Source: an optimization exercise on an open RTL-to-GDS flow (aim: a short achievable clock period and few clock cycles). Production flows keep margins and buffers that such runs may drop.
Only simulation tests tie the RTL to the original design; equivalence was not proved.
Power and IR drop assume default switching activity.

===== flow/run.sh =====
#!/bin/bash
# synth_recipe.tcl (not shown) runs the flow's synth.tcl, then flattens the netlist and writes it again
# the make line also repeats each setting of config.mk as NAME=value (left out here)
make -C /OpenROAD-flow-scripts/flow DESIGN_CONFIG=/design/flow/config.mk WORK_HOME=/design/flow/orfs CLKGATE_MAP_FILE= SYNTH_SCRIPT=/design/flow/synth_recipe.tcl finish

===== flow/config.mk =====
export PLATFORM = sky130hd
export DESIGN_NAME = bcvm_core
export DESIGN_NICKNAME = bcvm_core
export VERILOG_FILES = /design/flow/design.v
export SDC_FILE = /design/flow/constraint.sdc
export NUM_CORES = 4
export LEC_CHECK = 0
export CAP_MARGIN = 20
export CORE_MARGIN = 2
export CORE_UTILIZATION = 25
export SETUP_SLACK_MARGIN = 5
export SLEW_MARGIN = 20
export TNS_END_PERCENT = 5

===== flow/constraint.sdc =====
create_clock -name core_clock -period 10.0 [get_ports {clk}]
set_input_delay 2.0000 -clock core_clock [delete_from_list [all_inputs] [get_ports {clk}]]
set_output_delay 2.0000 -clock core_clock [all_outputs]
set_load 0.01 [all_outputs]

===== flow/design.v =====
module bcvm_core (
    input  wire        clk,
    input  wire        rst,           
    input  wire [15:0] code_words,    
    output wire        code_req,
    output wire [15:0] code_addr,
    input  wire        code_ready,
    input  wire [31:0] code_rdata,
    output wire        heap_req,
    output wire        heap_we,
    output wire [12:0] heap_addr,
    output wire [31:0] heap_wdata,
    input  wire        heap_ready,
    input  wire [31:0] heap_rdata,
    input  wire        in_valid,
    input  wire [7:0]  in_data,
    input  wire        in_eos,
    output wire        in_ready,
    output wire        out_valid,
    output wire [7:0]  out_data,
    output wire        done,
    output wire [1:0]  fault
);
    localparam [7:0] OP_HALT  = 8'h00, OP_LOAD = 8'h10, OP_STORE = 8'h20,
                     OP_MOVE  = 8'h30, OP_PUTI = 8'h40, OP_ADD   = 8'h50,
                     OP_SUB   = 8'h60, OP_GT   = 8'h70, OP_GE    = 8'h80,
                     OP_EQ    = 8'h90, OP_ITE  = 8'ha0, OP_JUMP  = 8'hb0,
                     OP_PUTS  = 8'hc0, OP_GETS = 8'hd0;
    localparam [1:0] F_NONE = 2'd0, F_ILL = 2'd1, F_HEAP = 2'd2, F_CODE = 2'd3;
    localparam [1:0] ES_EX = 2'd0,    
                     ES_EW = 2'd1,    
                     ES_DN = 2'd2;    
    localparam [2:0] G_IDLE = 3'd0,
                     G_PS   = 3'd1,   
                     G_PO   = 3'd2,   
                     G_GI   = 3'd3,   
                     G_GN   = 3'd4,   
                     G_GW   = 3'd5;   
    localparam [1:0] K_LOAD = 2'd0, K_SCAN = 2'd1, K_RR = 2'd2;
    function [7:0] trigger_byte(input [3:0] i);    
        case (i)
            4'd0: trigger_byte = 8'h73; 4'd1: trigger_byte = 8'h75;
            4'd2: trigger_byte = 8'h70; 4'd3: trigger_byte = 8'h65;
            4'd4: trigger_byte = 8'h72; 4'd5: trigger_byte = 8'h75;
            4'd6: trigger_byte = 8'h73; 4'd7: trigger_byte = 8'h65;
            4'd8: trigger_byte = 8'h72; default: trigger_byte = 8'h00;
        endcase
    endfunction
    function [7:0] mask_byte(input [3:0] i);       
        case (i)
            4'd0: mask_byte = 8'h75; 4'd1: mask_byte = 8'h73;
            4'd2: mask_byte = 8'h65; 4'd3: mask_byte = 8'h72;
            default: mask_byte = 8'h00;
        endcase
    endfunction
    function [7:0] cred_byte(input [3:0] i);       
        case (i)
            4'd0: cred_byte = 8'h70; 4'd1: cred_byte = 8'h61;
            4'd2: cred_byte = 8'h73; 4'd3: cred_byte = 8'h73;
            4'd4: cred_byte = 8'h77; 4'd5: cred_byte = 8'h6f;
            4'd6: cred_byte = 8'h72; 4'd7: cred_byte = 8'h64;
            default: cred_byte = 8'h00;
        endcase
    endfunction
    function [7:0] pass_byte(input [3:0] i);       
        case (i)
            4'd0: pass_byte = 8'h53; 4'd1: pass_byte = 8'h75;
            4'd2: pass_byte = 8'h63; 4'd3: pass_byte = 8'h63;
            4'd4: pass_byte = 8'h65; 4'd5: pass_byte = 8'h73;
            4'd6: pass_byte = 8'h73; 4'd7: pass_byte = 8'h0a;
            default: pass_byte = 8'h00;
        endcase
    endfunction
    function [31:0] rd32(input [1023:0] f, input [4:0] a);
        reg [511:0] l1;
        reg [255:0] l2;
        reg [127:0] l3;
        reg [63:0]  l4;
        integer j;
        begin
            for (j = 0; j < 16; j = j + 1)
                l1[j*32 +: 32] = a[0] ? f[(2*j+1)*32 +: 32] : f[(2*j)*32 +: 32];
            for (j = 0; j < 8; j = j + 1)
                l2[j*32 +: 32] = a[1] ? l1[(2*j+1)*32 +: 32] : l1[(2*j)*32 +: 32];
            for (j = 0; j < 4; j = j + 1)
                l3[j*32 +: 32] = a[2] ? l2[(2*j+1)*32 +: 32] : l2[(2*j)*32 +: 32];
            for (j = 0; j < 2; j = j + 1)
                l4[j*32 +: 32] = a[3] ? l3[(2*j+1)*32 +: 32] : l3[(2*j)*32 +: 32];
            rd32 = a[4] ? l4[63:32] : l4[31:0];
        end
    endfunction
    function [32:0] ks_add(input [31:0] a, input [31:0] b, input ci);
        reg [31:0] g, p, gn, pn;
        integer j, d;
        begin
            g = a & b;
            p = a ^ b;
            g[0] = g[0] | (p[0] & ci);
            for (d = 1; d < 32; d = d * 2) begin
                for (j = 0; j < 32; j = j + 1) begin
                    if (j >= d) begin
                        gn[j] = g[j] | (p[j] & g[j-d]);
                        pn[j] = p[j] & p[j-d];
                    end else begin
                        gn[j] = g[j];
                        pn[j] = p[j];
                    end
                end
                g = gn;
                p = pn;
            end
            ks_add[0]    = a[0] ^ b[0] ^ ci;
            for (j = 1; j < 32; j = j + 1)
                ks_add[j] = a[j] ^ b[j] ^ g[j-1];
            ks_add[32]   = g[31];
        end
    endfunction
    function is_legal(input [7:0] o);
        case (o)
            OP_HALT, OP_LOAD, OP_STORE, OP_MOVE, OP_PUTI, OP_ADD, OP_SUB,
            OP_GT, OP_GE, OP_EQ, OP_ITE, OP_JUMP, OP_PUTS, OP_GETS: is_legal = 1'b1;
            default: is_legal = 1'b0;
        endcase
    endfunction
    reg  [15:0] cw;             
    reg  [15:0] fpc;            
    reg         dv;             
    reg  [15:0] dpc;            
    reg         hv;             
    reg  [31:0] hw;
    reg  [15:0] hpc;
    reg  [27:0] hfl;
    reg         ev;             
    reg  [31:0] ir;
    reg  [15:0] epc;
    reg         e_pcoob, e_legal, e_tbad, e_s1, e_s2, e_s3;
    reg         e_jr, e_it, e_if;   
    reg  [13:0] e_oh;           
    reg  [4:0]  e_rb;           
    reg  [31:0] rf [0:31];
    reg  [31:0] nz;             
    reg  [31:0] sm;             
    reg  [31:0] pend;           
    localparam integer QD = 8;
    localparam [1:0] Q_LOAD = 2'd0, Q_STORE = 2'd1, Q_PUTS = 2'd2, Q_GETS = 2'd3;
    reg  [1:0]  q_t [0:QD-1];
    reg  [12:0] q_a [0:QD-1];
    reg         q_o [0:QD-1];
    reg  [31:0] q_d [0:QD-1];
    reg  [4:0]  q_r [0:QD-1];
    reg  [3:0]  q_cnt;
    reg  [2:0]  q_head, q_tail;
    reg         lb_v;
    reg  [12:0] lb_addr;
    reg  [4:0]  lb_dest;
    reg  [3:0]  lb_pos;         
    reg  [1:0]  es;
    reg  [1:0]  f_pend;
    reg         done_q;
    reg  [1:0]  fault_q;
    reg         escalated;
    reg         m_valid, m_we;
    reg  [12:0] m_addr;
    reg  [31:0] m_wdata;
    reg  [1:0]  m_kind;
    reg  [4:0]  m_dest;
    reg         rsp_v;
    reg  [1:0]  rsp_kind;
    reg  [4:0]  rsp_dest;
    reg         out_v_q;
    reg  [7:0]  out_d_q;
    reg         irq;
    reg  [2:0]  eng;
    reg         bg_flt;         
    reg  [12:0] g_base;
    reg         g_boob;
    reg         g_sel;          
    reg         g_safe;         
    reg  [13:0] g_n, g_r, g_len;
    reg         g_match;
    reg         chv;
    reg  [7:0]  ch;
    reg  [7:0]  ob [0:15];
    reg         ob_busy;
    reg  [3:0]  ob_k;
    reg  [4:0]  ob_len;
    assign heap_req   = m_valid;
    assign heap_we    = m_we;
    assign heap_addr  = m_addr;
    assign heap_wdata = m_wdata;
    assign in_ready   = irq;
    assign out_valid  = out_v_q;
    assign out_data   = out_d_q;
    assign done       = done_q;
    assign fault      = fault_q;
    wire [31:0] dw   = code_rdata;
    wire [15:0] dpc1 = dpc + 16'd1;
    wire [27:0] dfl;
    assign dfl[25] = dfl[17] && !dfl[0] && !dfl[2] && !dfl[3];
    assign dfl[26] = dfl[16] && !dfl[0] && !dfl[2] && !dfl[4];
    assign dfl[27] = dfl[16] && !dfl[0] && !dfl[2] && !dfl[5];
    assign dfl[24:20] = (dfl[11] | dfl[12] | dfl[13] | dfl[14] | dfl[15]) ? dw[28:24] : dw[12:8];
    assign dfl[6]  = (dw[7:0] == OP_HALT);
    assign dfl[7]  = (dw[7:0] == OP_LOAD);
    assign dfl[8]  = (dw[7:0] == OP_STORE);
    assign dfl[9]  = (dw[7:0] == OP_MOVE);
    assign dfl[10] = (dw[7:0] == OP_PUTI);
    assign dfl[11] = (dw[7:0] == OP_ADD);
    assign dfl[12] = (dw[7:0] == OP_SUB);
    assign dfl[13] = (dw[7:0] == OP_GT);
    assign dfl[14] = (dw[7:0] == OP_GE);
    assign dfl[15] = (dw[7:0] == OP_EQ);
    assign dfl[16] = (dw[7:0] == OP_ITE);
    assign dfl[17] = (dw[7:0] == OP_JUMP);
    assign dfl[18] = (dw[7:0] == OP_PUTS);
    assign dfl[19] = (dw[7:0] == OP_GETS);
    assign dfl[0] = (dpc >= cw);
    assign dfl[1] = is_legal(dw[7:0]);
    assign dfl[2] = ((dw[7:0] == OP_JUMP) && ({8'd0, dw[15:8]} >= cw)) ||
                    ((dw[7:0] == OP_ITE) && (({8'd0, dw[23:16]} >= cw) || ({8'd0, dw[31:24]} >= cw)));
    assign dfl[3] = ({8'd0, dw[15:8]}  == dpc1);
    assign dfl[4] = ({8'd0, dw[23:16]} == dpc1);
    assign dfl[5] = ({8'd0, dw[31:24]} == dpc1);
    wire [7:0]  op = ir[7:0];
    wire [4:0]  r1 = ir[12:8], r2 = ir[20:16], r3 = ir[28:24];
    wire [7:0]  a1 = ir[15:8], a2 = ir[23:16], a3 = ir[31:24];
    wire [1023:0] rfv;
    genvar gi;
    generate
        for (gi = 0; gi < 32; gi = gi + 1) begin : g_rfv
            assign rfv[gi*32 +: 32] = rf[gi];
        end
    endgenerate
    reg         w_we;
    reg  [4:0]  w_wa;
    reg  [31:0] w_wd;
    wire f1 = w_we && (w_wa == r1);
    wire f2 = w_we && (w_wa == r2);
    wire fb = w_we && (w_wa == e_rb);
    wire [31:0] x2 = f2 ? w_wd : rd32(rfv, r2);
    wire [31:0] xb = fb ? w_wd : rd32(rfv, e_rb);
    wire [31:0] x1 = xb;        
    wire [31:0] x3 = xb;        
    wire        w_nz = |w_wd;
    wire        w_sm = ~|w_wd[31:13];
    wire        x1_oob = !(f1 ? w_sm : sm[r1]);
    wire        x2_oob = !(f2 ? w_sm : sm[r2]);
    wire        nz2 = f2 ? w_nz : nz[r2];
    wire o_halt = e_oh[0], o_ld = e_oh[1], o_st = e_oh[2], o_mv = e_oh[3], o_pi = e_oh[4],
         o_add = e_oh[5], o_sub = e_oh[6], o_gt = e_oh[7], o_ge = e_oh[8], o_eq = e_oh[9],
         o_ite = e_oh[10], o_jmp = e_oh[11], o_puts = e_oh[12], o_gets = e_oh[13];
    wire hazard = pend[r1] || pend[r2] || pend[r3];
    wire m_acc  = m_valid && heap_ready;
    wire m_free = !m_valid || heap_ready;
    wire eng_idle  = (eng == G_IDLE);
    wire q_empty = (q_cnt == 4'd0);
    wire q_full  = (q_cnt == QD);
    wire quiet_all = !m_valid && !rsp_v && !out_v_q && !irq && !ob_busy && eng_idle && q_empty && !lb_v;
    wire direct  = eng_idle && q_empty && !m_valid && !lb_v;
    wire [1:0]  hq_t = q_t[q_head];
    wire [12:0] hq_a = q_a[q_head];
    wire        hq_o = q_o[q_head];
    wire [31:0] hq_d = q_d[q_head];
    wire [4:0]  hq_r = q_r[q_head];
    reg lb_safe_q;
    integer qi;
    always @(*) begin
        lb_safe_q = 1'b1;
        for (qi = 0; qi < QD; qi = qi + 1)
            if (((qi - q_head) & 7) < lb_pos && (q_t[qi] == Q_GETS || (q_t[qi] == Q_STORE && q_a[qi] == lb_addr)))
                lb_safe_q = 1'b0;
    end
    wire [12:0] lb_d = lb_addr - g_base;
    wire lb_safe_e = eng_idle || eng == G_PS || eng == G_PO || (eng == G_GW && lb_d > 13'd8);
    reg  lb_ok;
    wire lb_go  = lb_v && lb_ok && m_free;
    wire e_blk;
    wire puts_go = m_free && !ob_busy && !(rsp_v && rsp_kind != K_LOAD);
    wire [13:0] idx_n = {1'b0, g_base} + g_n;
    wire [13:0] idx_r = {1'b0, g_base} + g_r;
    wire        oob_n = g_boob || idx_n[13];
    wire        oob_r = g_boob || idx_r[13];
    wire [7:0]  rb = heap_rdata[7:0];
    wire [32:0] sum_c  = ks_add(x2, x3, 1'b0);
    wire [32:0] diff_c = ks_add(x2, ~x3, 1'b1);
    wire [31:0] sum  = sum_c[31:0];
    wire [31:0] diff = diff_c[31:0];
    wire        add_nz = ((x2 ^ x3) != {x2[30:0] | x3[30:0], 1'b0});
    wire        eq = (x2 == x3);
    wire        ge = diff_c[32];
    wire        gt = ge && !eq;
    reg         e_nz1, e_pd1;
    wire        ite_t = e_nz1;
    wire [15:0] npc = o_jmp ? {8'd0, a1} : (ite_t ? {8'd0, a2} : {8'd0, a3});
    reg         e_adv, e_end, e_push, lb_set;
    wire        redirect = ev && (es == ES_EX) && !bg_flt &&
                           (e_jr || (!e_pd1 && (ite_t ? e_it : e_if)));
    reg  [1:0]  e_code;
    reg         p_v, p_we;
    reg  [12:0] p_addr;
    reg  [31:0] p_wdata;
    reg  [1:0]  p_kind;
    reg         m_cancel;
    reg         rf_we, rf_nz;
    reg  [31:0] rf_wd;
    reg  [2:0]  eng_n;
    reg         flt_n;
    reg  [12:0] base_n;
    reg         boob_n, sel_n, safe_n, match_n, chv_n, esc_n;
    reg  [13:0] n_n, r_n, len_n;
    reg  [7:0]  ch_n;
    reg         ob_go;
    reg         e_enq, q_pop, pend_set;
    reg  [1:0]  e_qt;
    reg  [12:0] e_qa;
    reg         e_qo;
    always @(*) begin
        e_adv = 1'b0; e_end = 1'b0; e_code = F_NONE; e_push = 1'b0;
        p_v = 1'b0; p_we = 1'b0; p_addr = 13'd0; p_wdata = 32'd0; p_kind = K_LOAD;
        m_cancel = 1'b0;
        rf_we = 1'b0;
        eng_n = eng; flt_n = bg_flt;
        base_n = g_base; boob_n = g_boob; sel_n = g_sel; safe_n = g_safe; match_n = g_match;
        chv_n = chv; ch_n = ch; esc_n = escalated;
        n_n = g_n; r_n = g_r; len_n = g_len;
        ob_go = 1'b0;
        e_enq = 1'b0; q_pop = 1'b0; pend_set = 1'b0; lb_set = 1'b0;
        e_qt = Q_LOAD; e_qa = x2[12:0]; e_qo = x1_oob;
        rf_wd = ({32{o_mv}} & x2) | ({32{o_pi}} & {24'd0, a2}) |
                ({32{o_add}} & sum) | ({32{o_sub}} & diff) |
                {31'd0, (o_gt & gt) | (o_ge & ge) | (o_eq & eq)};
        rf_nz = (o_mv & nz2) | (o_pi & (|a2)) | (o_add & add_nz) | (o_sub & !eq) |
                (o_gt & gt) | (o_ge & ge) | (o_eq & eq);
        if (es == ES_EX && ev) begin
            if (bg_flt) begin
                e_end = 1'b1;
            end else if (e_pcoob) begin
                e_end = 1'b1; e_code = F_CODE;
            end else if (!e_legal) begin
                e_end = 1'b1; e_code = F_ILL;
            end else begin
                case (1'b1)
                    o_halt: e_end = 1'b1;
                    o_ld: if (!hazard) begin
                        if (x2_oob) begin
                            e_end = 1'b1; e_code = F_HEAP;
                        end else if (direct) begin
                            e_push = 1'b1; p_v = 1'b1; p_addr = x2[12:0]; p_kind = K_LOAD;
                            e_adv = 1'b1; pend_set = 1'b1;
                        end else if (!lb_v) begin
                            lb_set = 1'b1;
                            e_adv = 1'b1; pend_set = 1'b1;
                        end else if (!q_full) begin
                            e_enq = 1'b1; e_qt = Q_LOAD; e_qa = x2[12:0];
                            e_adv = 1'b1; pend_set = 1'b1;
                        end
                    end
                    o_st: if (!hazard) begin
                        if (x1_oob) begin
                            e_end = 1'b1; e_code = F_HEAP;
                        end else if (direct) begin
                            e_push = 1'b1; p_v = 1'b1; p_we = 1'b1; p_addr = x1[12:0]; p_wdata = x2;
                            e_adv = 1'b1;
                        end else if (!q_full) begin
                            e_enq = 1'b1; e_qt = Q_STORE; e_qa = x1[12:0];
                            e_adv = 1'b1;
                        end
                    end
                    o_mv, o_pi, o_add, o_sub, o_gt, o_ge, o_eq:
                        if (!hazard) begin
                            rf_we = 1'b1; e_adv = 1'b1;
                        end
                    o_ite: if (!e_pd1) begin
                        if (e_tbad) begin
                            e_end = 1'b1; e_code = F_CODE;
                        end else
                            e_adv = 1'b1;
                    end
                    o_jmp: begin
                        if (e_tbad) begin
                            e_end = 1'b1; e_code = F_CODE;
                        end else begin
                            e_adv = 1'b1;
                        end
                    end
                    o_puts: if (!hazard) begin
                        if (x1_oob) begin
                            e_end = 1'b1; e_code = F_HEAP;
                        end else if (!q_full) begin
                            e_enq = 1'b1; e_qt = Q_PUTS; e_qa = x1[12:0];
                            e_adv = 1'b1;
                        end
                    end
                    default: if (!hazard && !q_full) begin    
                        e_enq = 1'b1; e_qt = Q_GETS; e_qa = x1[12:0];
                        e_adv = 1'b1;
                    end
                endcase
            end
        end
        if (lb_go) begin
            p_v = 1'b1; p_addr = lb_addr; p_kind = K_LOAD;
        end
        case (eng)
            G_IDLE: if (!q_empty && !lb_go && !(lb_v && lb_pos == 4'd0)) begin
                case (hq_t)
                    Q_LOAD: if (m_free) begin
                        p_v = 1'b1; p_addr = hq_a; p_kind = K_LOAD; q_pop = 1'b1;
                    end
                    Q_STORE: if (m_free) begin
                        p_v = 1'b1; p_we = 1'b1; p_addr = hq_a; p_wdata = hq_d; q_pop = 1'b1;
                    end
                    Q_PUTS: if (puts_go) begin
                        p_v = 1'b1; p_addr = hq_a; p_kind = K_SCAN; q_pop = 1'b1;
                        base_n = hq_a; n_n = 14'd1; r_n = 14'd0; match_n = 1'b1;
                        eng_n = G_PS;
                    end
                    default: begin    
                        q_pop = 1'b1;
                        base_n = hq_a; boob_n = hq_o;
                        n_n = 14'd0; r_n = 14'd0; match_n = 1'b1; chv_n = 1'b0;
                        sel_n = 1'b1;
                        eng_n = escalated ? G_GW : G_GI;
                    end
                endcase
            end
            G_PS: begin
                if (rsp_v && rsp_kind == K_SCAN && rb == 8'd0) begin
                    if (!e_push && m_kind == K_SCAN) m_cancel = 1'b1;
                    len_n = g_r;
                    if ((escalated && !(g_match && g_r == 14'd8)) || g_r == 14'd0) begin
                        eng_n = G_IDLE;
                    end else if (g_r <= 14'd16) begin
                        ob_go = 1'b1;
                        eng_n = G_IDLE;
                    end else begin
                        n_n = 14'd0;
                        eng_n = G_PO;
                    end
                end else begin
                    if (rsp_v && rsp_kind == K_SCAN) begin
                        r_n = g_r + 14'd1;
                        if (g_r >= 14'd8 || rb != pass_byte(g_r[3:0]))
                            match_n = 1'b0;
                    end
                    if (idx_r[13]) begin
                        flt_n = 1'b1; eng_n = G_IDLE;
                    end else if (!idx_n[13] && m_free && !e_blk) begin
                        p_v = 1'b1; p_addr = idx_n[12:0]; p_kind = K_SCAN;
                        n_n = g_n + 14'd1;
                    end
                end
            end
            G_PO: if (m_free && !e_blk) begin
                p_v = 1'b1; p_addr = idx_n[12:0]; p_kind = K_RR;
                n_n = g_n + 14'd1;
                if (g_n + 14'd1 == g_len)
                    eng_n = G_IDLE;
            end
            G_GI: begin
                if (chv) begin
                    if (m_free) begin
                        p_v = 1'b1; p_we = 1'b1; p_addr = idx_n[12:0]; p_wdata = {24'd0, ch};
                        chv_n = 1'b0; n_n = g_n + 14'd1;
                    end
                end else if (irq) begin
                    if (in_valid && in_data != 8'h0a) begin
                        if (oob_n) begin
                            flt_n = 1'b1; eng_n = G_IDLE;
                        end else begin
                            if (g_n >= 14'd9 || in_data != trigger_byte(g_n[3:0]))
                                match_n = 1'b0;
                            if (m_free) begin
                                p_v = 1'b1; p_we = 1'b1; p_addr = idx_n[12:0]; p_wdata = {24'd0, in_data};
                                n_n = g_n + 14'd1;
                            end else begin
                                chv_n = 1'b1; ch_n = in_data;
                            end
                        end
                    end else if (in_valid || in_eos) begin
                        if (oob_n) begin
                            flt_n = 1'b1; eng_n = G_IDLE;
                        end else if (m_free) begin
                            p_v = 1'b1; p_we = 1'b1; p_addr = idx_n[12:0]; p_wdata = 32'd0;
                            if (g_match && g_n == 14'd9) begin
                                esc_n = 1'b1; sel_n = 1'b0; safe_n = 1'b1; r_n = 14'd0;
                                eng_n = G_GW;
                            end else
                                eng_n = G_IDLE;
                        end else
                            eng_n = G_GN;
                    end
                end
            end
            G_GN: begin
                if (oob_n) begin
                    flt_n = 1'b1; eng_n = G_IDLE;
                end else if (m_free) begin
                    p_v = 1'b1; p_we = 1'b1; p_addr = idx_n[12:0]; p_wdata = 32'd0;
                    if (g_match && g_n == 14'd9) begin
                        esc_n = 1'b1; sel_n = 1'b0; safe_n = 1'b1; r_n = 14'd0;
                        eng_n = G_GW;
                    end else
                        eng_n = G_IDLE;
                end
            end
            G_GW: begin
                if (oob_r) begin
                    flt_n = 1'b1; eng_n = G_IDLE;
                end else if (m_free && !e_blk) begin
                    p_v = 1'b1; p_we = 1'b1; p_addr = idx_r[12:0];
                    p_wdata = {24'd0, g_sel ? cred_byte(g_r[3:0]) : mask_byte(g_r[3:0])};
                    r_n = g_r + 14'd1;
                    if (g_r == (g_sel ? 14'd8 : 14'd4))
                        eng_n = G_IDLE;
                end
            end
            default: ;
        endcase
    end
    assign e_blk = e_push || lb_go;
    wire consume = !ev || e_adv;
    wire lw_en = rsp_v && (rsp_kind == K_LOAD);
    wire irq_n   = (eng_n == G_GI) && !chv_n;
    assign code_req  = !done_q;
    assign code_addr = redirect ? npc : fpc;
    wire   f_acc     = code_req && code_ready;
    always @(posedge clk) begin
        cw <= code_words;
        if (rst) begin
            fpc <= 16'd0;
            dv  <= 1'b0;
            hv  <= 1'b0;
            ev  <= 1'b0;
        end else if (redirect) begin
            dv  <= f_acc;
            dpc <= code_addr;
            fpc <= code_addr + {15'd0, f_acc};
            hv  <= 1'b0;
            ev  <= 1'b0;
        end else if (consume) begin
            if (hv) begin
                ir <= hw; epc <= hpc;
                {e_if, e_it, e_jr, e_rb, e_oh, e_s3, e_s2, e_s1, e_tbad, e_legal, e_pcoob} <= hfl;
                ev <= 1'b1;
                if (dv) begin
                    hw <= dw; hpc <= dpc; hfl <= dfl;
                end else
                    hv <= 1'b0;
            end else begin
                ir <= dw; epc <= dpc;
                {e_if, e_it, e_jr, e_rb, e_oh, e_s3, e_s2, e_s1, e_tbad, e_legal, e_pcoob} <= dfl;
                ev <= dv;
            end
            dv  <= f_acc;
            dpc <= fpc;
            fpc <= fpc + {15'd0, f_acc};
        end else begin
            if (hv && dv) begin
                fpc <= dpc;
                dv  <= 1'b0;
            end else begin
                if (dv) begin
                    hw <= dw; hpc <= dpc; hfl <= dfl; hv <= 1'b1;
                end
                dv  <= f_acc;
                dpc <= fpc;
                fpc <= fpc + {15'd0, f_acc};
            end
        end
    end
    wire [4:0] nx_r1 = (consume && !redirect) ? (hv ? hw[12:8] : dw[12:8]) : r1;
    wire       nx_nz1 = (rf_we && r1 == nx_r1) ? rf_nz :
                        (w_we && w_wa == nx_r1) ? w_nz :
                        (lw_en && rsp_dest == nx_r1) ? (|heap_rdata) : nz[nx_r1];
    wire       nx_pd1 = (pend[nx_r1] && !(lw_en && rsp_dest == nx_r1)) || (pend_set && r1 == nx_r1);
    integer i;
    always @(posedge clk) begin
        for (i = 0; i < 32; i = i + 1) begin
            if (lw_en && rsp_dest == i) begin
                rf[i] <= heap_rdata;
                nz[i] <= |heap_rdata;
                sm[i] <= ~|heap_rdata[31:13];
            end else if (w_we && w_wa == i) begin
                rf[i] <= w_wd;
                nz[i] <= w_nz;
                sm[i] <= w_sm;
            end
        end
        w_wa <= r1;
        w_wd <= rf_wd;
        e_nz1 <= nx_nz1;
        e_pd1 <= nx_pd1;
        if (rst)
            w_we <= 1'b0;
        else
            w_we <= rf_we;
    end
    always @(posedge clk) begin
        if (rst) begin
            es        <= ES_EX;
            f_pend    <= F_NONE;
            done_q    <= 1'b0;
            fault_q   <= F_NONE;
            escalated <= 1'b0;
            eng       <= G_IDLE;
            bg_flt    <= 1'b0;
            q_cnt     <= 3'd0;
            q_head    <= 3'd0;
            q_tail    <= 3'd0;
            lb_v      <= 1'b0;
            lb_ok     <= 1'b0;
            pend      <= 32'd0;
            m_valid   <= 1'b0;
            rsp_v     <= 1'b0;
            out_v_q   <= 1'b0;
            irq       <= 1'b0;
            chv       <= 1'b0;
            ob_busy   <= 1'b0;
        end else begin
            eng       <= eng_n;
            bg_flt    <= flt_n;
            lb_ok <= lb_v && !lb_set && lb_safe_q && lb_safe_e;
            if (lb_set) begin
                lb_v    <= 1'b1;
                lb_addr <= x2[12:0];
                lb_dest <= r1;
                lb_pos  <= q_cnt - {3'd0, q_pop};
            end else begin
                if (lb_go) lb_v <= 1'b0;
                if (q_pop && lb_pos != 4'd0) lb_pos <= lb_pos - 4'd1;
            end
            if (flt_n && !bg_flt) begin
                q_cnt <= 4'd0;
                q_head <= 3'd0;
                q_tail <= 3'd0;
                lb_v  <= 1'b0;
            end else
            begin
                q_cnt <= q_cnt + {3'd0, e_enq} - {3'd0, q_pop};
                if (e_enq) q_tail <= q_tail + 3'd1;
                if (q_pop) q_head <= q_head + 3'd1;
            end
            pend <= (pend & ~(lw_en ? (32'd1 << rsp_dest) : 32'd0))
                         | (pend_set ? (32'd1 << r1) : 32'd0);
            escalated <= esc_n;
            chv       <= chv_n;
            irq       <= irq_n;
            if (e_end) begin
                es     <= ES_EW;
                f_pend <= e_code;
            end
            if (es == ES_EW && quiet_all) begin
                done_q  <= 1'b1;
                fault_q <= bg_flt ? F_HEAP : f_pend;
                es      <= ES_DN;
            end
            rsp_v    <= m_acc && !m_we;
            rsp_kind <= m_kind;
            rsp_dest <= m_dest;
            if (p_v) begin
                m_valid <= 1'b1;
                m_we    <= p_we;
                m_addr  <= p_addr;
                m_wdata <= p_wdata;
                m_kind  <= p_kind;
                m_dest  <= e_push ? r1 : lb_go ? lb_dest : hq_r;
            end else if (m_acc || m_cancel)
                m_valid <= 1'b0;
            out_v_q <= ob_busy || (rsp_v && (rsp_kind == K_RR));
            if (ob_go) begin
                ob_busy <= 1'b1;
                ob_k    <= 4'd0;
                ob_len  <= g_r[4:0];
            end else if (ob_busy) begin
                ob_k <= ob_k + 4'd1;
                if ({1'b0, ob_k} + 5'd1 == ob_len)
                    ob_busy <= 1'b0;
            end
        end
        out_d_q <= ob_busy ? ob[ob_k] : rb;
        if (eng == G_PS && rsp_v && rsp_kind == K_SCAN && g_r < 14'd16)
            ob[g_r[3:0]] <= rb;
        for (i = 0; i < QD; i = i + 1) begin
            if (e_enq && q_tail == i) begin
                q_t[i] <= e_qt; q_a[i] <= e_qa; q_o[i] <= e_qo; q_d[i] <= x2; q_r[i] <= r1;
            end
        end
        g_base  <= base_n;
        g_boob  <= boob_n;
        g_sel   <= sel_n;
        g_safe  <= safe_n;
        g_n     <= n_n;
        g_r     <= r_n;
        g_len   <= len_n;
        g_match <= match_n;
        ch      <= ch_n;
    end
endmodule

==> impl_metrics.yaml, run 1 <==
timing:
  final.period_utilization_pct: 57.15
  drv_slew: 0
  clock.fmax_ghz: 0.1750
  setup_viol: 0
  clock_skew_ps: 77.43
  rsz0062_at_grt: "yes"
  fin_crit_ps: 5715
  fin_tns_setup_ps: 0
  hold_violations: 0
  worstMarginPinSlew_ps: 1259
  maxSlewHeadroom_pct: 16.09
die:
  dieArea_um2: 463300
  die_w_um: 680.7
  initial_core_util_pct: 25.10
  fp.coreArea_um2: 456100
  rows: 248
  die_h_um: 680.7
  ios: 171
placed_design:
  placed_cell_area_um2: 123400
  gp_congestion: 0.8910
  port_buffers: 170
  dp.final_hpwl_um: 252500
detailed_routing:
  drc: 0
  avgViaCountPerCell: 5.436
  wl_per_cell_um: 29.61
  drt_first_pass_iters: 9
  routed_wirelength_um: 446600
  ant_nets: 0
  vias: 81990
  drt_iter0_markers: 12310
critical_path:
  worst_path_dominant_cell_family: "compound AO/OA/AOI/OAI gates"
  end_kind: "flip-flop"
  path_buf_inv: 6
  cp.arrival_ps: 6530
  required_ps: 10810
  cp_common_cell: "a21oi_2"
  crit_slowest_cell: "mux4_2"
  path_class: "reg2reg"
  cp-start-kind: "flip-flop"
  path_cells: "buf_12 -> buf_12 -> buf_4 -> buf_16 -> mux4_2 -> mux4_2 -> mux2i_1 -> nor2_1 -> a21oi_2 -> inv_1 -> ha_1 -> a21oi_2 -> inv_1 -> a41o_1 -> a21oi_2 -> o21bai_2 -> a211o_1 -> a21boi_2 -> o21ai_2 -> a31oi_4 -> o21ai_2 -> a21oi_2 -> o21ai_1 -> a221o_1"
  max_stage_delay_ps: 460
  crit_fanout: 37
run:
  drv_cap: 0
global_routing:
  grt.overflow.total: 0
  antenna_found_initial: 25
  track_usage_pct: 18.53
  grt_pass1_vias: 79570
  grt_first_pass_wirelength_um: 619000
  grt_start_max_net_pins: 66
synthesis:
  syn-num-nets: 9168
  synth.ff_latch_count: 2074
  ys_top_cells_by_area: "edfxtp_1 (50%), mux4_2 (14%), mux2_2 (7.3%)"
  yosys.cell_count.top_type: "edfxtp_1"
  synthFlopType: "edfxtp_1"
  yosysWarnings: 7
  yosysTopAreaCellShare_pct: 50.08
  synth_top_cell_by_area: "edfxtp_1"
  synth-edff-count: 1909
  postSynthAreaPerCell_um2: 12.95
  ys_top_cells_by_count: "edfxtp_1 (1909), nand2_1 (1518), mux2_2 (745)"
  syn_inst: 8841
  async_reset_ff_share_pct: 0
  yosysSeqAreaShare_pct: 52.96
  netlist_area_um2: 114500
  synth_cell_types: 98
pwr:
  leakagePower_nw: 45.97
  vdd.ir_drop.worst_mv: 0.1633
  p_per_area_nw_per_um2: 231.0
finish:
  layout-drive-gt1-share_pct: 29.40
  final_nets: 9211
  multi_input_area_um2: 52420
  seqCellArea_um2: 60640
  nFillCells: 45470
  final_area_um2: 135700
  area_growth_pct: 18.55
clock_tree:
  cts.clk_slew.worst_paths_ps: 70
  clkLatencyLatePin_ps: 940
  h-tree-depth: 4
  cts_sinks: 2074
  clockBufferDepth: 4
  cts_root_buffer: "clkbuf_16"
  cts_buffers: 229
  cts_tree: "done"
run_status:
  status: "no timing/DRC/antenna violations"
min_path:
  min_path_type: "reg2reg"
[metrics by stage]
step           std cells  util (%)  power (mW)  hold slack (ps)  setup slack (ps)
6_report           15080     29.75       31.35            440.9              4285
5_1_grt            15080     29.75       32.56            449.3              4205
4_1_cts            15050     29.65       31.11            444.7              4460
3_5_place_dp       14450     27.05       21.51            410.8              2183
3_3_place_gp       14440     27.04       21.40            412.8              2335
2_1_floorplan       8841         -       18.31            400.3              4357
[routing by layer]
layer	vias to the layer above	global-route usage, %	wire length, um
met1	41320	22.46	158300
met2	5595	30.02	206600
met4	12	10.64	30590
met5	-	0	73
li1	33640	-	-
met3	1425	4.536	50990
[layout by cell type (no fill, tap or decap), drive strengths merged, types with 30 or more instances in the layout]
master	synthesis	routed
edfxtp	1909	1909
nand2	1518	1518
mux2	748	749
mux4	727	727
buf	168	440
nor2	434	434
clkbuf	644	291
a21oi	282	282
o21ai	263	263
ha	227	227
inv	214	225
xnor2	212	212
dfxtp	165	165
clkdlybuf4s50	0	160
xor2	142	142
mux2i	131	131
a22oi	106	106
clkinv	2	88
a222oi	78	78
nand4	77	77
nand3	75	75
nor4	73	73
nor3	64	64
nand2b	51	51
a21o	39	39
nor2b	37	37
o21bai	32	32
and2	31	31
and3	27	30
[layout make-up]
cell class                      count  area share [%]
Antenna cell                        7         0.01291
Clock buffer                      289           4.456
Clock inverter                    133           1.034
Inverter                          216          0.6131
Multi-Input combinational cell   5743           38.63
Sequential cell                  2074           44.69
Tap cell                         6000           5.532
Timing Repair Buffer              620           5.034
[path summary, 6_finish.rpt]
path / startpoint / to / slack [ps] / depth (start not counted)
min: m_dest[2]$_DFFE_PP_ / rsp_dest[2]$_DFFE_PN_ / 440 / 0
min reg2reg: m_dest[2]$_DFFE_PP_ / rsp_dest[2]$_DFFE_PN_ / 440 / 0
max: e_rb[1]$_DFFE_PP_ / w_wd[31]$_DFF_P_ / 4280 / 24
max reg2reg: e_rb[1]$_DFFE_PP_ / w_wd[31]$_DFF_P_ / 4280 / 24
[flip-flops by register name, indices dropped and copies added, names as in the netlist, 16 cells and up, named ones only]
signal,cells
cw,16
dpc,16
fpc,16
hfl,24
hw,24
ir,24
m_wdata,32
nz,32
ob,128
pend,32
q_a,104
q_d,256
q_r,40
q_t,16
rf,1024
sm,32
w_wd,32
[power breakdown]
group	switching [mW]	total (mW)	leakage (nW)	internal, mW
clock network	3.75	8.64	3.62	4.88
registers	0.568	11.4	18.6	10.8
logic	6.64	11.4	23.8	4.73
total	11.0	31.4	46.0	20.4
[kinds of logic (layout without fill, tap and decap cells)]
| kind of cell | after synthesis | after routing | share of synthesized area, % |
|---|---|---|---|
| other | 0 | 7 | 0 |
| xor gates and xnor gates | 354 | 354 | 2.715 |
| AOI/OAI and AO/OA | 1076 | 1076 | 6.235 |
| and+or+nand+nor | 2470 | 2473 | 9.223 |
| DFF | 2074 | 2074 | 52.96 |
| muxes | 1606 | 1607 | 22.83 |
| adders and majority gates | 233 | 233 | 2.586 |
| buffers and inverters | 1028 | 1258 | 3.449 |
[repair_timing]
action,CTS,global route
gates cloned,47,2
pin swaps,63,18
hold buffers,0,0
gates resized for setup,436,24
buffers inserted,137,20
endpoints found under the setup margin,772,716
Testbench counts, summed over its fixed seeds: cycles 127,125.
==> inputs of run 2 (changes only) <==
--- a/flow/design.v
+++ b/flow/design.v
@@ -182,3 +182,5 @@
     reg  [7:0]  ch;
-    reg  [7:0]  ob [0:15];
+    reg  [7:0]  ob0 [0:15];
+    reg  [7:0]  ob1 [0:15];
+    reg         ob_sel;         
     reg         ob_busy;
@@ -186,2 +188,8 @@
     reg  [4:0]  ob_len;
+    reg  [1:0]  c_v;
+    reg  [12:0] c_base0, c_base1;
+    reg  [4:0]  c_len0, c_len1;
+    reg  [1:0]  c_pass;         
+    reg         c_vic;          
+    reg         s_buf;          
     assign heap_req   = m_valid;
@@ -277,2 +285,13 @@
     wire e_blk;
+    wire [12:0] c_d0 = m_addr - c_base0;
+    wire [12:0] c_d1 = m_addr - c_base1;
+    wire [1:0]  c_conf = {m_valid && m_we && (c_d1 <= {8'd0, c_len1}),
+                          m_valid && m_we && (c_d0 <= {8'd0, c_len0})};
+    wire c_hit0 = c_v[0] && !c_conf[0] && (hq_a == c_base0);
+    wire c_hit1 = c_v[1] && !c_conf[1] && (hq_a == c_base1);
+    wire c_hit  = c_hit0 || c_hit1;
+    wire c_he   = c_hit1;                         
+    wire [4:0] c_hlen = c_he ? c_len1 : c_len0;
+    wire c_hpass = c_he ? c_pass[1] : c_pass[0];
+    wire rr_quiet = !(m_valid && m_kind == K_RR) && !(rsp_v && rsp_kind == K_RR);
     wire puts_go = m_free && !ob_busy && !(rsp_v && rsp_kind != K_LOAD);
@@ -311,3 +330,5 @@
     reg  [7:0]  ch_n;
-    reg         ob_go;
+    reg         ob_go, c_set, c_clr;
+    reg  [4:0]  ob_go_len;
+    reg         ob_go_sel;
     reg         e_enq, q_pop, pend_set;
@@ -325,3 +346,3 @@
         n_n = g_n; r_n = g_r; len_n = g_len;
-        ob_go = 1'b0;
+        ob_go = 1'b0; c_set = 1'b0; c_clr = 1'b0; ob_go_len = g_r[4:0]; ob_go_sel = s_buf;
         e_enq = 1'b0; q_pop = 1'b0; pend_set = 1'b0; lb_set = 1'b0;
@@ -412,3 +433,9 @@
                     end
-                    Q_PUTS: if (puts_go) begin
+                    Q_PUTS: if (c_hit && !ob_busy && rr_quiet) begin
+                        q_pop = 1'b1;
+                        if (!(escalated && !c_hpass) && c_hlen != 5'd0) begin
+                            ob_go = 1'b1; ob_go_len = c_hlen; ob_go_sel = c_he;
+                        end
+                    end else if (puts_go) begin
+                        c_clr = 1'b1;
                         p_v = 1'b1; p_addr = hq_a; p_kind = K_SCAN; q_pop = 1'b1;
@@ -430,2 +457,3 @@
                     len_n = g_r;
+                    c_set = (g_r <= 14'd16);
                     if ((escalated && !(g_match && g_r == 14'd8)) || g_r == 14'd0) begin
@@ -619,2 +647,4 @@
             ob_busy   <= 1'b0;
+            c_v       <= 2'b00;
+            c_vic     <= 1'b0;
         end else begin
@@ -670,2 +700,11 @@
             out_v_q <= ob_busy || (rsp_v && (rsp_kind == K_RR));
+            c_v[0] <= (c_set && !s_buf) || (c_v[0] && !(c_clr && !c_vic) && !c_conf[0]);
+            c_v[1] <= (c_set &&  s_buf) || (c_v[1] && !(c_clr &&  c_vic) && !c_conf[1]);
+            if (c_clr) s_buf <= c_vic;
+            if (c_set) begin
+                if (s_buf) begin c_base1 <= g_base; c_len1 <= g_r[4:0]; c_pass[1] <= g_match && g_r == 14'd8; end
+                else       begin c_base0 <= g_base; c_len0 <= g_r[4:0]; c_pass[0] <= g_match && g_r == 14'd8; end
+                c_vic <= !s_buf;
+            end else if (q_pop && c_hit && hq_t == Q_PUTS && eng_idle)
+                c_vic <= !c_he;
             if (ob_go) begin
@@ -673,3 +712,4 @@
                 ob_k    <= 4'd0;
-                ob_len  <= g_r[4:0];
+                ob_len  <= ob_go_len;
+                ob_sel  <= ob_go_sel;
             end else if (ob_busy) begin
@@ -680,5 +720,8 @@
         end
-        out_d_q <= ob_busy ? ob[ob_k] : rb;
+        out_d_q <= ob_busy ? (ob_sel ? ob1[ob_k] : ob0[ob_k]) : rb;
         if (eng == G_PS && rsp_v && rsp_kind == K_SCAN && g_r < 14'd16)
-            ob[g_r[3:0]] <= rb;
+        begin
+            if (s_buf) ob1[g_r[3:0]] <= rb;
+            else       ob0[g_r[3:0]] <= rb;
+        end
         for (i = 0; i < QD; i = i + 1) begin
==> run 2 against run 1 <==
  * Worst hold slack worse by 40 ps
  * Core utilization up 0.12 points
  * Fmax down 1.1%
  * Synthesized area up 8.0%
  * Clock skew up 49 ps
  * Setup slack worse by 65 ps
  * Final cell count up 9.5%
  * Wire length up 9.6%
  * Total power up 8.1%
  * Global-route usage up 0.11 points
  * Combinational power up 9%
  * Critical path type unchanged
  * Largest power group is now combinational cells
  * Highest routed layer unchanged
==> impl_metrics.yaml, run 2 <==
timing:
  worstMarginPinSlew_ps: 1262
  maxSlewHeadroom_pct: 15.89
  drv_slew: 0
  hold_violations: 0
  clock.fmax_ghz: 0.1730
  rsz0062_at_grt: "yes"
  whs_ps: 401.4
  clock_skew_ps: 126.7
  final.period_utilization_pct: 57.81
  fin_crit_ps: 5781
  setup_slack_ps: 4219
  fin_tns_setup_ps: 0
  setup_viol: 0
synthesis:
  synth.area.mux_share_pct: 21.49
  netlist_area_um2: 123700
  synthFlopType: "edfxtp_1"
  synth_xor_xnor_area_share_pct: 2.776
  yosysTopAreaCellShare_pct: 50.43
  synth_compound_area_share_pct: 6.950
  synth_top_cell_by_area: "edfxtp_1"
  synth-edff-count: 2077
  yosysWarnings: 7
  synthSimpleGateAreaFrac_pct: 9.336
  yosys.cell_count.top_type: "edfxtp_1"
  synth.ff_latch_count: 2245
  syn_inst: 9666
  synth_top_family_by_area: "multiplexers"
  ys_top_cells_by_area: "edfxtp_1 (50%), mux4_2 (13%), mux2_2 (7.1%)"
  synth_fa_ha_area_share_pct: 2.770
  ys_top_cells_by_count: "edfxtp_1 (2077), nand2_1 (1590), mux2_2 (781)"
  syn-num-nets: 10030
  async_reset_ff_share_pct: 0
  synth_cell_types: 102
  postSynthAreaPerCell_um2: 12.79
  yosysSeqAreaShare_pct: 53.15
global_routing:
  grt_start_max_net_pins: 70
  grt_first_pass_wirelength_um: 672600
  track_usage_pct: 18.64
  antenna_found_initial: 39
  grt_pass1_vias: 85230
  grt.overflow.total: 0
detailed_routing:
  ant_nets: 0
  drt_iter0_markers: 14300
  wl_per_cell_um: 29.64
  vias: 90660
  drc: 0
  avgViaCountPerCell: 5.491
  routed_wirelength_um: 489400
  drt_first_pass_iters: 9
critical_path:
  r2r_cells: 16
  path_class: "reg2reg"
  crit_fanout: 21
  cp-start-kind: "flip-flop"
  end_kind: "flip-flop"
  required_ps: 10780
  path_buf_inv: 3
  critical_path_depth: 16
  crit_slowest_cell: "mux2i_1"
  max_stage_delay_ps: 580
  path_cells: "buf_12 -> bufbuf_16 -> bufbuf_16 -> mux4_2 -> mux4_2 -> mux2i_1 -> nor2_1 -> a21oi_1 -> ha_1 -> nor4_2 -> nand3_1 -> nor4_1 -> nor2b_1 -> o32a_1 -> o31ai_1 -> o211ai_1"
  cp.arrival_ps: 6560
  worst_path_dominant_cell_family: "multiplexers"
die:
  ios: 171
  initial_core_util_pct: 25.07
  dieArea_um2: 500300
  die_w_um: 707.4
  rows: 258
  fp.coreArea_um2: 493300
  die_h_um: 707.4
clock_tree:
  cts_hold_buf: 0
  clkLatencyLatePin_ps: 990
  cts.clk_slew.worst_paths_ps: 60
  cts_sinks: 2245
  cts_root_buffer: "clkbuf_16"
  clockBufferDepth: 4
  h-tree-depth: 4
  cts_tree: "done"
  cts_buffers: 244
run:
  drv_cap: 0
finish:
  final_nets: 10150
  largest_register_ffs: 1024
  final_area_um2: 147300
  layout_common_cells: "edfxtp_1 (2077), nand2_1 (1555), mux2_2 (780), mux4_2 (698), buf_4 (435)"
  nFillCells: 49090
  seqCellArea_um2: 65760
  regMostFlops: "rf"
  multi_input_area_um2: 56470
  area_growth_pct: 19.12
  layout_commonest_cell: "edfxtp_1"
  layout-drive-gt1-share_pct: 28.88
pwr:
  vdd.ir_drop.worst_mv: 0.1778
  leakagePower_nw: 50.11
  p_per_area_nw_per_um2: 230.1
placed_design:
  port_buffers: 170
  dp.final_hpwl_um: 284600
  gp_congestion: 0.9560
  place_worst_setup_slack_ps: 2883
  placed_cell_area_um2: 133400
min_path:
  hold_depth: 0
  min_path_type: "reg2reg"
run_status:
  status: "no timing/DRC/antenna violations"
[run 2: cell type report]
type / count / area share, %
repair buffers: 738 / 5.318
multi-input cells: 6304 / 38.33
inverters: 256 / 0.6726
clock buffers: 305 / 4.383
clock inverters: 153 / 1.119
well taps: 6500 / 5.520
diodes: 10 / 0.01699
flip-flops and latches: 2245 / 44.64
[run 2: path summary, 6_finish.rpt]
| check | from | to | slack (ps) |
|---|---|---|---|
| min reg2reg | m_dest[3]$_DFFE_PP_ | rsp_dest[3]$_DFFE_PN_ | 400 |
| max | e_rb[0]$_DFFE_PP_ | e_nz1$_DFF_P_ | 4220 |
| max reg2reg | e_rb[0]$_DFFE_PP_ | e_nz1$_DFF_P_ | 4220 |
| min | m_dest[3]$_DFFE_PP_ | rsp_dest[3]$_DFFE_PN_ | 400 |
[run 2: worst register-to-register path, delay by kind of cell, from the launching register on]
family | cells | cell delay (ps)
DFF | 1 | 400
buffers and inverters | 3 | 980
AOI/OAI and AO/OA | 4 | 1050
adders and majority gates | 1 | 430
and+or+nand+nor | 5 | 1250
muxes | 3 | 1560
[run 2: kinds of logic after synthesis]
logic type / Yosys count
compound gates: 1276
xor+xnor: 392
fa+ha+maj: 269
buf+inv: 1123
flops: 2245
mux: 1683
simple gates: 2678
[run 2: metal layers]
layer,GRT usage (%),part of all wire [%]
met1,24.08,37
met2,28.50,44
met3,5.227,13
met4,9.456,6.4
met5,0,0.034
[run 2: timing repair]
| action | 4_1_cts | 5_1_grt |
|---|---|---|
| endpoints found under the setup margin | 749 | 680 |
| gates resized for setup | 345 | 193 |
| setup buffers | 122 | 113 |
| gates cloned | 38 | 8 |
| pin swaps | 59 | 60 |
[run 2: report_power, final]
part | internal, mW | switching, mW | total, mW | leakage, nW
logic | 5.12 | 7.27 | 12.4 | 26.0
registers | 11.5 | 0.570 | 12.1 | 20.1
clock network | 5.30 | 4.08 | 9.38 | 3.94
[run 2: per-stage QoR]
stage	total power, mW	instances	utilization (%)
after floorplan	19.62	9666	-
after global placement	22.86	15760	27.03
after detailed placement	22.99	15760	27.04
after CTS	33.14	16380	29.44
after global routing	35.13	16510	29.87
final	33.89	16510	29.87
Testbench counts of run 2, summed over its fixed seeds: cycles 116,200.
==> inputs of run 3 (changes only) <==
--- a/flow/design.v
+++ b/flow/design.v
@@ -552,2 +552,34 @@
     wire irq_n   = (eng_n == G_GI) && !chv_n;
+    localparam integer NT = 4;
+    reg         tc_v  [0:NT-1];
+    reg  [7:0]  tc_tag[0:NT-1];
+    reg  [31:0] tc_w0 [0:NT-1];
+    reg  [27:0] tc_f0 [0:NT-1];
+    reg  [31:0] tc_w1 [0:NT-1];
+    reg  [27:0] tc_f1 [0:NT-1];
+    reg  [1:0]  tc_rr;                  
+    reg         fl_act, fl_ph;          
+    reg  [7:0]  fl_tag;
+    reg  [1:0]  fl_idx;
+    wire [7:0]  npc8 = npc[7:0];
+    reg         tc_hit;
+    reg  [1:0]  tc_sel;
+    integer ti;
+    always @(*) begin
+        tc_hit = 1'b0;
+        tc_sel = 2'd0;
+        for (ti = 0; ti < NT; ti = ti + 1)
+            if (tc_v[ti] && tc_tag[ti] == npc8) begin
+                tc_hit = 1'b1;
+                tc_sel = ti[1:0];
+            end
+    end
+    wire [31:0] hw0 = tc_w0[tc_sel];
+    wire [27:0] hf0 = tc_f0[tc_sel];
+    wire [31:0] hw1 = tc_w1[tc_sel];
+    wire [27:0] hf1 = tc_f1[tc_sel];
+    wire [31:0] src_w  = hv ? hw  : dw;
+    wire [15:0] src_pc = hv ? hpc : dpc;
+    wire [27:0] src_f  = hv ? hfl : dfl;
+    wire        src_v  = hv || dv;
     assign code_req  = !done_q;
@@ -562,2 +594,10 @@
             ev  <= 1'b0;
+        end else if (redirect && tc_hit) begin
+            ir  <= hw0; epc <= npc;
+            {e_if, e_it, e_jr, e_rb, e_oh, e_s3, e_s2, e_s1, e_tbad, e_legal, e_pcoob} <= hf0;
+            ev  <= 1'b1;
+            hw  <= hw1; hpc <= npc + 16'd1; hfl <= hf1;
+            hv  <= 1'b1;
+            dv  <= 1'b0;
+            fpc <= npc + 16'd2;
         end else if (redirect) begin
@@ -599,3 +639,34 @@
     end
-    wire [4:0] nx_r1 = (consume && !redirect) ? (hv ? hw[12:8] : dw[12:8]) : r1;
+    always @(posedge clk) begin
+        if (rst) begin
+            for (ti = 0; ti < NT; ti = ti + 1)
+                tc_v[ti] <= 1'b0;
+            tc_rr  <= 2'd0;
+            fl_act <= 1'b0;
+        end else if (redirect) begin
+            if (!tc_hit) begin
+                fl_act <= 1'b1;
+                fl_ph  <= 1'b0;
+                fl_tag <= npc8;
+                fl_idx <= tc_rr;
+                tc_v[tc_rr] <= 1'b0;
+                tc_rr  <= tc_rr + 2'd1;
+            end else
+                fl_act <= 1'b0;
+        end else if (consume && src_v && fl_act) begin
+            if (!fl_ph && src_pc == {8'd0, fl_tag}) begin
+                tc_w0[fl_idx] <= src_w;
+                tc_f0[fl_idx] <= src_f;
+                fl_ph <= 1'b1;
+            end else if (fl_ph && src_pc == {8'd0, fl_tag} + 16'd1) begin
+                tc_w1[fl_idx]  <= src_w;
+                tc_f1[fl_idx]  <= src_f;
+                tc_tag[fl_idx] <= fl_tag;
+                tc_v[fl_idx]   <= 1'b1;
+                fl_act <= 1'b0;
+            end else
+                fl_act <= 1'b0;
+        end
+    end
+    wire [4:0] nx_r1 = redirect ? (tc_hit ? hw0[12:8] : r1) : consume ? src_w[12:8] : r1;
     wire       nx_nz1 = (rf_we && r1 == nx_r1) ? rf_nz :
==> run 3 against run 2 <==
  * Still clean
  * Synthesized cell count is 12% higher
  * Setup slack worse by 160 ps
  * Total power is 39% higher
  * Register-to-register slack worse by 160 ps
  * Flip-flop and latch count is 450 higher
  * Clock power is 17% higher
  * Via count is 10% higher
  * Sequential share of layout area is 2.5 points higher
  * Fmax is 2.6% lower
  * Die area is 15% higher
  * Critical path depth is 10 higher
  * Critical endpoint is now w_wd[31]$_DFF_P_
==> impl_metrics.yaml, run 3 <==
global_routing:
  antenna_found_initial: 32
  grt_util_met3_pct: 4.777
  grt_first_pass_wirelength_um: 733800
  track_usage_pct: 17.67
  grtUsageMet2_pct: 26.92
  grt.overflow.total: 0
  grt_pass1_vias: 95140
  grtUsageMet1_pct: 23.37
  busiest_layer: "met2"
  grt_start_max_net_pins: 186
placed_design:
  dp_cells: 17900
  place_worst_setup_slack_ps: 2386
  port_buffers: 170
  dp.final_hpwl_um: 304000
  placed_cell_area_um2: 152900
  gp_congestion: 0.9049
synthesis:
  synth-edff-count: 2524
  yosysWarnings: 7
  syn_inst: 10850
  synth_top_cell_by_area: "edfxtp_1"
  postSynthAreaPerCell_um2: 13.08
  ys_top_cells_by_area: "edfxtp_1 (53%), mux4_2 (12%), mux2_2 (5.5%)"
  synth_cell_types: 106
  yosysSeqAreaShare_pct: 55.83
  ys_top_cells_by_count: "edfxtp_1 (2524), nand2_1 (1636), mux4_2 (757)"
  netlist_area_um2: 141900
  yosysTopAreaCellShare_pct: 53.42
  synth.ff_latch_count: 2695
  yosys.cell_count.top_type: "edfxtp_1"
  syn-num-nets: 11220
  async_reset_ff_share_pct: 0
  synthFlopType: "edfxtp_1"
detailed_routing:
  routed_wirelength_um: 530400
  drt_iter0_markers: 15650
  vias: 100100
  drt_first_pass_iters: 8
  wl_per_cell_um: 28.34
  ant_nets: 0
  avgViaCountPerCell: 5.347
  drc: 0
critical_path:
  cp-start-kind: "flip-flop"
  r2r_slack_ps: 4060
  required_ps: 10830
  worst_path_dominant_cell_family: "compound AO/OA/AOI/OAI gates"
  cp_common_cell: "buf_12"
  cp.arrival_ps: 6770
  path_class: "reg2reg"
  max_stage_delay_ps: 530
  end_kind: "flip-flop"
  crit_fanout: 6
  crit_slowest_cell: "mux4_2"
  path_buf_inv: 6
finish:
  area_growth_pct: 18.56
  final_nets: 11340
  layout_commonest_cell: "edfxtp_1"
  layout-drive-gt1-share_pct: 26.13
  final_cells: 18710
  final_area_um2: 168200
  largest_register_ffs: 1024
  layout_common_cells: "edfxtp_1 (2524), nand2_1 (1599), mux4_2 (757), mux2_2 (697), nor2_1 (583)"
  regMostFlops: "rf"
timing:
  fin_tns_setup_ps: 0
  rsz0062_at_grt: "yes"
  maxSlewHeadroom_pct: 12.16
  clock_skew_ps: 63.17
  final.period_utilization_pct: 59.36
  setup_slack_ps: 4064
  whs_ps: 419.1
  worstMarginPinSlew_ps: 1318
  fin_crit_ps: 5936
  setup_viol: 0
  clock.fmax_ghz: 0.1685
  hold_violations: 0
  drv_slew: 0
clock_tree:
  cts_sinks: 2695
  cts_root_buffer: "clkbuf_16"
  clockBufferDepth: 4
  cts_tree: "done"
  clkLatencyLatePin_ps: 1010
  cts_buffers: 294
  h-tree-depth: 5
  cts.clk_slew.worst_paths_ps: 60
die:
  dieArea_um2: 573600
  die_h_um: 757.4
  fp.coreArea_um2: 565300
  initial_core_util_pct: 25.10
  ios: 171
  die_w_um: 757.4
  rows: 276
run:
  drv_cap: 0
run_status:
  status: "no timing/DRC/antenna violations"
pwr:
  p_per_area_nw_per_um2: 279.4
  leakagePower_nw: 57.54
  vdd.ir_drop.worst_mv: 0.1996
min_path:
  min_path_type: "reg2reg"
-- run 3: changes by cell type after synthesis, sizes merged, moves of 41 or more --
cell | before | now
a211oi | 37 | 127
a21oi | 312 | 376
clkbuf | 658 | 718
edfxtp | 2077 | 2524
inv | 254 | 295
mux2 | 785 | 702
mux2i | 200 | 289
mux4 | 698 | 757
nand2 | 1590 | 1636
nor2 | 445 | 601
o21ai | 279 | 426
o22ai | 83 | 32
-- run 3: cells by family (layout without fill, tap and decap cells) --
family                   count (synthesis)  after routing  share of synthesized area, %
XOR/XNOR                               438            438                         2.704
AO/OA/AOI/OAI                         1579           1580                         7.284
other                                    0              7                             0
buffers and inverters                 1214           1556                         3.294
AND/OR/NAND/NOR                       2896           2908                         8.752
flip-flops                            2695           2695                         55.83
adder cells (fa/ha/maj)                276            276                         2.476
multiplexers                          1748           1748                         19.66
-- run 3: routing by layer --
layer / up-vias / share of wire, %
li1: 41440 / -
met5: - / 0.058
met1: 50590 / 38
met3: 1391 / 12
met4: 22 / 5.5
met2: 6621 / 44
-- run 3: final cells by class --
class                   instances  area [um^2]
repair buffers                734         7786
well taps                    7506         9392
clock buffers                 373         7840
flip-flops and latches       2695        79240
repair inverters                1        5.005
diodes                          7        17.52
fillers                     56280       397100
clock inverters               151         1554
inverters                     297         1161
multi-input cells            6950        61240
-- run 3: path summary, 6_finish.rpt --
kind                                     startpoint               endpoint  depth (start not counted)
worst max register to register     ir[16]$_DFFE_PP_       w_wd[31]$_DFF_P_                         26
worst min register to register  m_dest[3]$_DFFE_PP_  rsp_dest[3]$_DFFE_PN_                          0
worst max-delay path               ir[16]$_DFFE_PP_       w_wd[31]$_DFF_P_                         26
worst min-delay path            m_dest[3]$_DFFE_PP_  rsp_dest[3]$_DFFE_PN_                          0
-- run 3: worst reg2reg max path, delay by kind of cell (launching register included) --
kind	cells	cell delay (ps)
AO/OA/AOI/OAI	11	2260
adder cells (fa/ha/maj)	1	200
buffers and inverters	6	920
flip-flops	1	430
multiplexers	4	1540
AND/OR/NAND/NOR	4	420
-- run 3: stage by stage --
step / util, % / total power [mW]
after floorplan: - / 27.02
after global placement: 27.04 / 32.59
after detailed placement: 27.04 / 32.71
after CTS: 29.44 / 45.78
after global routing: 29.76 / 48.70
final: 29.76 / 47.00
-- run 3: repair_timing --
action / CTS / global route
pin swaps: 60 / 63
setup buffers: 124 / 101
cloned: 44 / 9
setup endpoints to repair: 1611 / 916
resized for setup: 408 / 204
hold buffers: 0 / 0
-- run 3: power by group --
part	leakage (nW)	switching, mW	total (mW)	internal (mW)
Sequential	24.2	0.715	14.9	14.2
Combinational	28.8	12.4	21.1	8.74
Clock	4.55	4.87	11.0	6.12
Total	57.5	18.0	47.0	29.0
Testbench counts of run 3, summed over its fixed seeds: cycles 110,632.

afterwards: timing with drivers on the ports:
In the flow no input, the clock included, has a driving cell. The finished layouts below were timed again as built, in two steps. Step 1 sets driving cells, clkbuf_16 on the clock port and buf_2 on the other inputs (assumed; they add their load-dependent delay and slew). Step 2 times the ports against the registers' clock, not the clock port: input delays grow and output delays shrink by t, the midpoint of the rising clock arrivals with the driver on. Three values: ideal ports, drivers, drivers and shift; two values: the first two.
run	t, ns	setup WS [ns]	worst hold slack (ns)	worst setup path after step 2	slew at the worst register clock pin (ns)
run 1	1.002	4.285 / 4.285 / 3.518	0.441 / 0.441 / 0.441	input to register	0.07 / 0.07
run 2	1.053	4.219 / 4.219 / 3.511	0.401 / 0.401 / 0.401	input to register	0.07 / 0.07
run 3	1.099	4.064 / 4.064 / 3.683	0.419 / 0.419 / 0.419	input to register	0.07 / 0.07
After both steps setup and hold are still met in every run listed. The setup slack of run 1, which loses most, moves by 0.000 ns with the drivers and by -0.767 ns with both steps.
